Context: an optimization exercise on an open-source flow, tuned for small area, a short achievable clock period and few clock cycles. The choices shown serve that exercise and are no tape-out recipe. In this exercise RTL edits were held to simulation tests only and were not proved equivalent to the original.

## rev 12
==> flow/design.v (excerpt) <==
module cbs_rtb (
    input  wire          clk,
    input  wire          rst,
    input  wire          h_valid,
    input  wire [31:0]   h_data,
    output wire          ready,
    output reg           r_valid,
    output reg  [31:0]   r_data,
    input  wire          p_valid,
    input  wire [7:0]    p_data,
    input  wire          tick,
    output wire [31:0]   period_out,
    output wire [31:0]   duty_out
);
Size in the first run: about 1400 flip-flops, roughly 140 I/O pins.
export LEC_CHECK = 0
export ABC_AREA = 1
export CAP_MARGIN = 30
export CORE_MARGIN = 2
export CORE_UTILIZATION = 40
export PLACE_DENSITY = 0.6
export SLEW_MARGIN = 20
export SYNTH_MEMORY_MAX_BITS = 65536
create_clock -name core_clock -period 25.0 [get_ports {clk}]
standard.sh (not shown) runs the stock make flow with config.mk's settings and CLKGATE_MAP_FILE= SYNTH_SCRIPT=/design/flow/synth_recipe.tcl, a recipe that flattens the netlist after the stock synthesis.
==> flow/flow/run.sh <==
#!/bin/bash
# The standard layout (the standard.sh: standard synthesis, then ORFS to
# finish), with the port buffers that placement inserts taken as buf_2 cells
# rather than the resizer's default pick, and timing repair asked to leave
# 18.6 ns of setup slack at the design's 25 ns clock (repair_timing
# -setup_margin), so that it also shortens paths that already meet it.
set -euo pipefail
export BUFFER_PORTS_ARGS="-buffer_cell sky130_fd_sc_hd__buf_2"
export SETUP_SLACK_MARGIN=18.6
bash standard.sh > standard.log 2>&1
Testbench counts of rev 12, summed over its fixed seeds: cycles 28,725.
Input-level comparison between rev 13 and rev 12:
-- flow/flow/run.sh --
<<< rev 12, line 5
# 18.6 ns of setup slack at the design's 25 ns clock (repair_timing
>>> rev 13, line 5
# 19.8 ns of setup slack at the design's 25 ns clock (repair_timing
<<< rev 12, line 9
export SETUP_SLACK_MARGIN=18.6
>>> rev 13, line 9
export SETUP_SLACK_MARGIN=19.8
==> comparison <==
Rev 13: slew of the pin with the lowest slew margin is 100 ps higher than what rev 12 reported. Between rev 13 and rev 12, the total number of vias is higher for rev 13. Biggest cell delay along the critical path: rev 13 vs rev 12 — no meaningful difference. Global-route usage | rev 13 above rev 12. Any difference in register area between rev 13 and rev 12 is small enough to ignore. Sequential share of layout area was higher in the run labelled rev 12.


Another version of the RTL of cbs_rtb (not shown whole).
Size: about 15,000 cells after synthesis, roughly 1,400 flip-flops, roughly 140 I/O pins, roughly 110,000 µm² of cells after synthesis.
Design cbs_rtb, start of the top module:
module cbs_rtb (
    input  wire          clk,
    input  wire          rst,
    input  wire          h_valid,
    input  wire [31:0]   h_data,
    output wire          ready,
    output reg           r_valid,
    output reg  [31:0]   r_data,
    input  wire          p_valid,
    input  wire [7:0]    p_data,
    input  wire          tick,
    output wire [31:0]   period_out,
    output wire [31:0]   duty_out
);
    localparam [31:0] TICK_STEP = 32'h3C23D70A;   
    localparam [10:0] NOMINAL   = 11'd1000;
    localparam [31:0] NOM_F     = 32'h447A0000;   
    localparam [7:0] OP_AVAIL = 8'h01, OP_FLUSH = 8'h02, OP_PEEK = 8'h03,
                     OP_REFS  = 8'h10, OP_SETC  = 8'h11, OP_RDREG = 8'h20;
    reg [7:0]  fmem [0:15];
    reg [3:0]  wc, rc;
    reg [4:0]  ic, cc;
    reg        synced, err_ill, err_corr, err_duty;
    reg [31:0] tsc, tols, st, tss;
    reg [10:0] pcorr, period, duty;
    reg [31:0] amp, freq, phase, start;
    reg [1:0]  hp_k;          
    reg        hp_setc;       
    reg        hp_ok;         
    wire [31:0] hp_op1;
    reg        rdy;
    reg        pend;          
    assign ready      = rdy;
    assign period_out = {21'd0, period};
    assign duty_out   = {21'd0, duty};
    reg [17:1] v;             
    reg        ph;            
    reg        eng_wait;      
    reg [31:0] st_s;          
    reg [31:0] kk;            
    reg        k_ok;
    reg [3:1]  kv;            
    reg [3:0]  ocnt;          
    reg [3:0]  acnt;          
    reg [3:0]  wp, rp;
    reg [11:0] qm [0:9];      
    reg [3:0]  lag;           
    reg        cu;            
    reg        setc_wait;     
    reg        rd_wait;       
    reg        rs_on;
    reg [4:0]  rs_n;
    wire [10:0] per_n = synced ? pcorr : NOMINAL;
    wire [31:0] da = per_n[10] ? {1'b0, 8'd135, per_n[9:0], 13'd0}
                               : {1'b0, 8'd134, per_n[8:0], 14'd0};
    wire amp_pos = !amp[31] && (amp[30:0] != 31'd0) &&
                   !((amp[30:23] == 8'hFF) && (amp[22:0] != 23'd0));
  ...
export LEC_CHECK = 0
export ABC_AREA = 1
export CAP_MARGIN = 30
export CORE_MARGIN = 2
export CORE_UTILIZATION = 40
export PLACE_DENSITY = 0.6
export SLEW_MARGIN = 20
export SYNTH_MEMORY_MAX_BITS = 65536
create_clock -name core_clock -period 25.0 [get_ports {clk}]
==> flow/flow/run.sh <==
#!/bin/bash
# The standard layout (the standard.sh: standard synthesis, then ORFS to
# finish), with the port buffers that placement inserts taken as buf_2 cells
# rather than the resizer's default pick.
set -euo pipefail
export BUFFER_PORTS_ARGS="-buffer_cell sky130_fd_sc_hd__buf_2"
bash standard.sh > standard.log 2>&1
Testbench counts at the start, summed over its fixed seeds: cycles 28,818.
Then changed:
==> flow/run.sh (new file) <==
#!/bin/bash
# synth_recipe.tcl (not shown) runs the flow's synth.tcl, then flattens the netlist and writes it again
# the make line also repeats each setting of config.mk as NAME=value (left out here)
make -C /OpenROAD-flow-scripts/flow DESIGN_CONFIG=/design/flow/config.mk WORK_HOME=/design/flow/orfs CLKGATE_MAP_FILE= SYNTH_SCRIPT=/design/flow/synth_recipe.tcl finish
removed: flow/flow/run.sh
removed: flow/standard.sh
Effect: The changed run passed the timing, design-rule and antenna checks; die area stays the same; utilization came out higher by 0.20 points; global-route usage is about the same; setup slack is worse by 0.35 ns; final cell count hardly moves; first-iteration DRC count came out higher by 0.55%; non-clock buffer count came out lower by 6; clock skew came out higher by 0.019 ns; design area came out higher by 0.46%.


cbs_rtb with an RTL version that a note above also has.
Size: ~15000 cells after synthesis, roughly 1400 flip-flops, about 140 I/O pins.
clock: 25.0 ns
lec_check: 0
abc_area: 1
cap_margin: 20
core_margin: 2
core_utilization: 40
place_density: 0.6
slew_margin: 20
synth_memory_max_bits: 65536
==> flow/flow/run.sh <==
#!/bin/bash
# The standard layout (the standard.sh: standard synthesis, then ORFS to
# finish), with the port buffers that placement inserts taken as buf_2 cells
# rather than the resizer's default pick, and timing repair asked to leave
# 18.3 ns of setup slack at the design's 25 ns clock (repair_timing
# -setup_margin), so that it also shortens paths that already meet it.
set -euo pipefail
export BUFFER_PORTS_ARGS="-buffer_cell sky130_fd_sc_hd__buf_2"
export SETUP_SLACK_MARGIN=18.3
bash standard.sh > standard.log 2>&1
The first run produced a clean layout.
Testbench counts at the start, summed over its fixed seeds: cycles 28,725.
Change:
==> flow/flow/run.sh (replaced) <==
#!/bin/bash
# The standard layout (the standard.sh: standard synthesis, then ORFS to
# finish), with the port buffers that placement inserts taken as buf_2 cells
# rather than the resizer's default pick.
set -euo pipefail
export BUFFER_PORTS_ARGS="-buffer_cell sky130_fd_sc_hd__buf_2"
bash standard.sh > standard.log 2>&1
CAP_MARGIN = 30   (was 20)
What happened: Critical path depth increases by 54. Final cell count decreases slightly. Wire length decreases by a few percent. Via count decreases slightly. Cell area decreases by a few percent.
Change:
==> flow/flow/run.sh (replaced) <==
#!/bin/bash
# The standard layout (the standard.sh: standard synthesis, then ORFS to
# finish), with the port buffers that placement inserts taken as buf_2 cells
# rather than the resizer's default pick, and timing repair asked to leave
# 18.0 ns of setup slack at the design's 25 ns clock (repair_timing
# -setup_margin), so that it also shortens paths that already meet it.
set -euo pipefail
export BUFFER_PORTS_ARGS="-buffer_cell sky130_fd_sc_hd__buf_2"
export SETUP_SLACK_MARGIN=18.0
bash standard.sh > standard.log 2>&1
Effect:
- sequential cell count is unchanged
- wire length is higher by a few percent
- setup slack is better by 1.5 ns
- die area does not change
- non-clock buffer count is higher by 116
- cell count is higher slightly
- synthesized area does not change
- sequential share of layout area is lower by 0.55 points
- first-iteration DRC count is higher slightly
Change:
==> flow/flow/run.sh (replaced) <==
#!/bin/bash
# The standard layout (the standard.sh: standard synthesis, then ORFS to
# finish), with the port buffers that placement inserts taken as buf_2 cells
# rather than the resizer's default pick, and timing repair asked to leave
# 17.5 ns of setup slack at the design's 25 ns clock (repair_timing
# -setup_margin), so that it also shortens paths that already meet it.
set -euo pipefail
export BUFFER_PORTS_ARGS="-buffer_cell sky130_fd_sc_hd__buf_2"
export SETUP_SLACK_MARGIN=17.5
bash standard.sh > standard.log 2>&1
- core utilization fell by 0.75 points
- register-to-register slack gets worse by 0.32 ns
- wire length fell by about 1.6%
- setup slack degrades by 0.38 ns
- global-route usage is lower by 0.36 points
- synthesized cell count is unchanged

## re-timing with driven ports
The results above use ideal ports. As a check the final layouts listed here were re-extracted and re-timed, cells and wires unchanged.
Step 1, drivers: a clkbuf_16 drives clk and a buf_2 each remaining input, both assumed.
Step 2 moves the port delays by t, midway between the first and last clock arrival at a register: inputs arrive t later, outputs are due t later. That takes back most of the time a late clock gives input paths.
a / b / c = ideal / step 1 / step 2; a / b = the first two.
| run | t (ns) | setup slack, ns | worst slew at a driven data input, ns |
|---|---|---|---|
| rev 12 | 0.939 | 18.450 / 18.366 / 17.538 | 0.16 |
| rev 13 | 0.965 | 18.506 / 18.404 / 17.556 | 0.29 |
| the first run of note 2 | 0.999 | 17.034 / 17.109 / 16.110 | 0.16 |
| the second run of note 2 | 0.988 | 16.684 / 16.684 / 16.033 | 0.17 |
| the first run of note 3 | 0.936 | 18.253 / 18.155 / 17.446 | 0.21 |
| the second run of note 3 | 0.960 | 16.557 / 16.557 / 15.982 | 0.17 |
| the third run of note 3 | 0.963 | 18.022 / 17.920 / 17.186 | 0.23 |
| the fourth run of note 3 | 0.950 | 17.643 / 17.655 / 16.706 | 0.18 |
After both steps setup and hold are still met in every run listed. The setup slack of rev 13, which loses most, moves by -0.102 ns with the drivers and by -0.950 ns with both steps.
